From an optimization exercise on the open Yosys and OpenROAD flow, aimed at small area; shortcuts taken in it are not production practice.
Where RTL was checked, it was by simulation tests only, not by an equivalence proof against the original.
The clock input has no modelled driver; a real chip could not lean on it and would need a root buffer or a full tree.
Power and IR drop assume default switching activity.

Setup of wip/tundra:
Design spi_mtc, start of the top module:
module spi_mtc (
    input             clk,
    input             rst,
    input             cmd0_valid,
    input      [31:0] cmd0_word,
    output            cmd0_ready,
    output            rsp0_valid,
    output     [31:0] rsp0_word,
    input             cmd1_valid,
    input      [31:0] cmd1_word,
    output            cmd1_ready,
    output            rsp1_valid,
    output     [31:0] rsp1_word,
    output            cs_rtc,
    output            cs_sns,
    output            cs_lcd,
    output            lcd_rs,
    output            spi_cpol,
    output            spi_cpha,
    output     [3:0]  spi_clksel,
    output            sh_start,
    output     [7:0]  sh_tx,
    input             sh_done,
    input      [7:0]  sh_rx,
    output            mem_en,
    output            mem_we,
    output     [7:0]  mem_addr,
    output     [7:0]  mem_wdata,
    input      [7:0]  mem_rdata
);
For scale: about 650 cells after synthesis, roughly 85 flip-flops, about 190 I/O pins, ~5500 µm² of cells after synthesis.
export LEC_CHECK = 0
export ABC_AREA = 0
export CAP_MARGIN = 20
export CORE_MARGIN = 2
export CORE_UTILIZATION = 40
export GPL_TIMING_DRIVEN = 0
export PLACE_DENSITY = 0.6
export SLEW_MARGIN = 20
create_clock -name core_clock -period 8.0 [get_ports {clk}]
standard.sh (not shown) runs the stock make flow with config.mk's settings and CLKGATE_MAP_FILE= SYNTH_SCRIPT=/design/flow/synth_recipe.tcl, a recipe that flattens the netlist after the stock synthesis.
==> flow/flow/run.sh <==
#!/bin/bash
# Standard ORFS layout with these changes:
#  - ports are buffered with the smallest buffer (buf_1)
#  - CTS inserts no dummy loads; extra CTS options come from flow/cts_extra;
#    with flow/clocktree.env present, flow/clocktree.tcl builds a small
#    balanced clock tree instead of TritonCTS
#  - extra make variables come from flow/make_extra
#  - after placement resizing, cells on paths with slack are sized down
#    (flow/recover.tcl)
# Each ORFS step keeps its own log under orfs/logs; make's output goes to
# orfs_make.log.
set -euo pipefail
W=$PWD
rm -rf "$W/scripts_abc"
cp -r "$FLOW_HOME/scripts" "$W/scripts_abc"
cp "$W/flow/abc.script" "$W/scripts_abc/abc_speed.script"
if [[ -f "$W/flow/clocktree.env" ]]; then
  # build the clock tree with flow/clocktree.tcl instead of TritonCTS
  set -a; source "$W/flow/clocktree.env"; set +a
  sed -i "s|^log_cmd clock_tree_synthesis {\*}\$cts_args|source $W/flow/clocktree.tcl|" "$W/scripts_abc/cts.tcl"
  grep -q "flow/clocktree.tcl" "$W/scripts_abc/cts.tcl"
fi
CTS="-sink_clustering_enable -repair_clock_nets -dont_use_dummy_load"
if [[ -f "$W/flow/cts_extra" ]]; then CTS="$CTS $(cat "$W/flow/cts_extra")"; fi
EXTRA=()
if [[ -f "$W/flow/make_extra" ]]; then read -r -a EXTRA < "$W/flow/make_extra"; fi
bash standard.sh \
  "SCRIPTS_DIR=$W/scripts_abc" \
  "BUFFER_PORTS_ARGS=-buffer_cell sky130_fd_sc_hd__buf_1" \
  "CTS_ARGS=$CTS" \
  "POST_RESIZE_TCL=$W/flow/recover.tcl" \
  "POST_CTS_TCL=$W/flow/recover.tcl" \
  "${EXTRA[@]}" \
  finish > orfs_make.log 2>&1
==> flow/flow/abc.script <==
strash
&get -n
&st
&b
&dc2
&dch -f
&nf -R 1000 -p -a -F 8 -C 32
&put
topo
Other scripts of this flow, unchanged in this note and not shown: flow/flow/clocktree.env, flow/flow/clocktree.tcl, flow/flow/cts_extra, flow/flow/make_extra, flow/flow/recover.tcl
## Diff of input files: wip/raven against wip/tundra
Settings: GPL_TIMING_DRIVEN no longer set, was 0.
--- a/flow/flow/run.sh
+++ b/flow/flow/run.sh
@@ -32 +31,0 @@
-  "POST_CTS_TCL=$W/flow/recover.tcl" \
==> run notes <==
Summary of the comparison: global-route usage is lower in wip/raven, relative to wip/tundra.
The synthesis-to-layout area growth number comes out higher for wip/tundra vs wip/raven.
wip/raven vs. wip/tundra: fraction of layout cells with a size suffix above 1 saw a decrease; leakage power saw a decrease; design area saw a decrease.
When the final numbers for wip/raven and wip/tundra were put side by side, the wire length of the first global-routing pass turned out to be greater in wip/tundra.
wip/raven vs. wip/tundra: number of setup violations in the final report neither gained nor lost much, total chip power -0.81%, overall routed net length shrank by 470 µm.
Comparing wip/raven against wip/tundra, there is no change at all in synthesized cell count.
Post-route non-filler standard cell count for wip/raven is lower than for wip/tundra.
Input-level comparison between wip/maple and wip/raven:
--- a/flow/flow/abc.script
+++ b/flow/flow/abc.script
@@ -4,2 +4 @@
-&b
-&dc2
+&syn2
Results
Taking wip/raven as the reference, in wip/maple post-detailed-routing wire length has increased; maximum clock rate has decreased. Going from wip/raven to wip/maple, the final worst slack was found to have gone down by 0.13 ns. [compare] base=wip/raven new=wip/maple: synthesized cell count up about 4%; routing usage on met3 saw an increase; sequential share of layout area fell by 0.38 points. Portion of total power attributed to the clock network sits higher in wip/maple than in wip/raven. | number of synthesized register bits | wip/maple vs wip/raven | ≈ equal |.
No run of this note takes its clock network from TritonCTS; it comes from the design's own scripts or RTL.

---

## before
Another version of the RTL of spi_mtc (not shown whole).
Size in the first run: about 830 cells after synthesis, roughly 87 flip-flops, ~0.0065 mm^2 of cells after synthesis.
export LEC_CHECK = 0
export ABC_AREA = 0
export CAP_MARGIN = 20
export CORE_MARGIN = 2
export CORE_UTILIZATION = 40
export CTS_BUF_LIST = sky130_fd_sc_hd__clkbuf_4
export CTS_CLUSTER_SIZE = 30
export PLACE_DENSITY = 0.6
export SLEW_MARGIN = 20
create_clock -name core_clock -period 8.0 [get_ports {clk}]
==> flow/flow/run.sh <==
#!/bin/bash
# Standard ORFS layout, with three changes: ports are buffered with the
# smallest buffer (buf_1) instead of the default pick, CTS inserts no dummy
# loads, and after placement resizing, cells on paths with slack are sized
# down (repair_timing -recover_power).
set -euo pipefail
bash standard.sh \
  "BUFFER_PORTS_ARGS=-buffer_cell sky130_fd_sc_hd__buf_1" \
  "CTS_ARGS=-sink_clustering_enable -repair_clock_nets -dont_use_dummy_load" \
  "POST_RESIZE_TCL=$PWD/flow/recover.tcl" \
  finish > orfs_make.log 2>&1
==> flow/flow/recover.tcl <==
# Downsize cells on paths with positive slack (area recovery).
repair_timing -recover_power 100
Modified inputs, after compared to before
- CTS_CLUSTER_SIZE now 50, was 30
- CTS_CLUSTER_DIAMETER now 200, previously not set
- CTS_BUF_LIST now sky130_fd_sc_hd__clkbuf_8, was sky130_fd_sc_hd__clkbuf_4
### Flow results
Post-layout total power: before vs after — no meaningful difference. As far as sequential share of cell area goes, after and before are indistinguishable; the numbers are identical. As far as aggregate routed wire length goes, before and after are indistinguishable; the numbers are identical. after vs. before: non-clock buffer count closely matched the old numbers; post-route DRC violation count flat; post-synthesis to final-layout area growth about even.
Function was not checked in any run of this note: the RTL went through the layout flow alone.

-- what the ideal ports hide --
The results above use ideal ports. As a check the final layouts listed here were re-extracted and re-timed, cells and wires unchanged.
Step 1 assumes that a clkbuf_16 drives the clock port and a buf_2 every other input.
Step 2 times the ports against the registers' clock, not the clock port: input delays grow and output delays shrink by t, the midpoint of the rising clock arrivals with the driver on.
Slacks: no drivers / after step 1 / after step 2; pairs: no drivers / after step 1.
| run | t (ns) | setup slack, ns | worst setup path after step 2 | worst data-port slew with drivers (ns) |
|---|---|---|---|---|
| wip/tundra | 0.495 | 1.679 / 1.643 / 2.049 | register to register | 0.04 |
| wip/raven | 0.490 | 1.998 / 1.964 / 2.183 | register to register | 0.04 |
| wip/maple | 0.494 | 1.871 / 1.871 / 1.871 | register to register | 0.04 |
| before | 0.390 | 1.532 / 1.491 / 1.880 | register to output | 0.04 |
| after | 0.390 | 1.532 / 1.491 / 1.880 | register to output | 0.04 |
After both steps setup and hold are still met in every run listed.
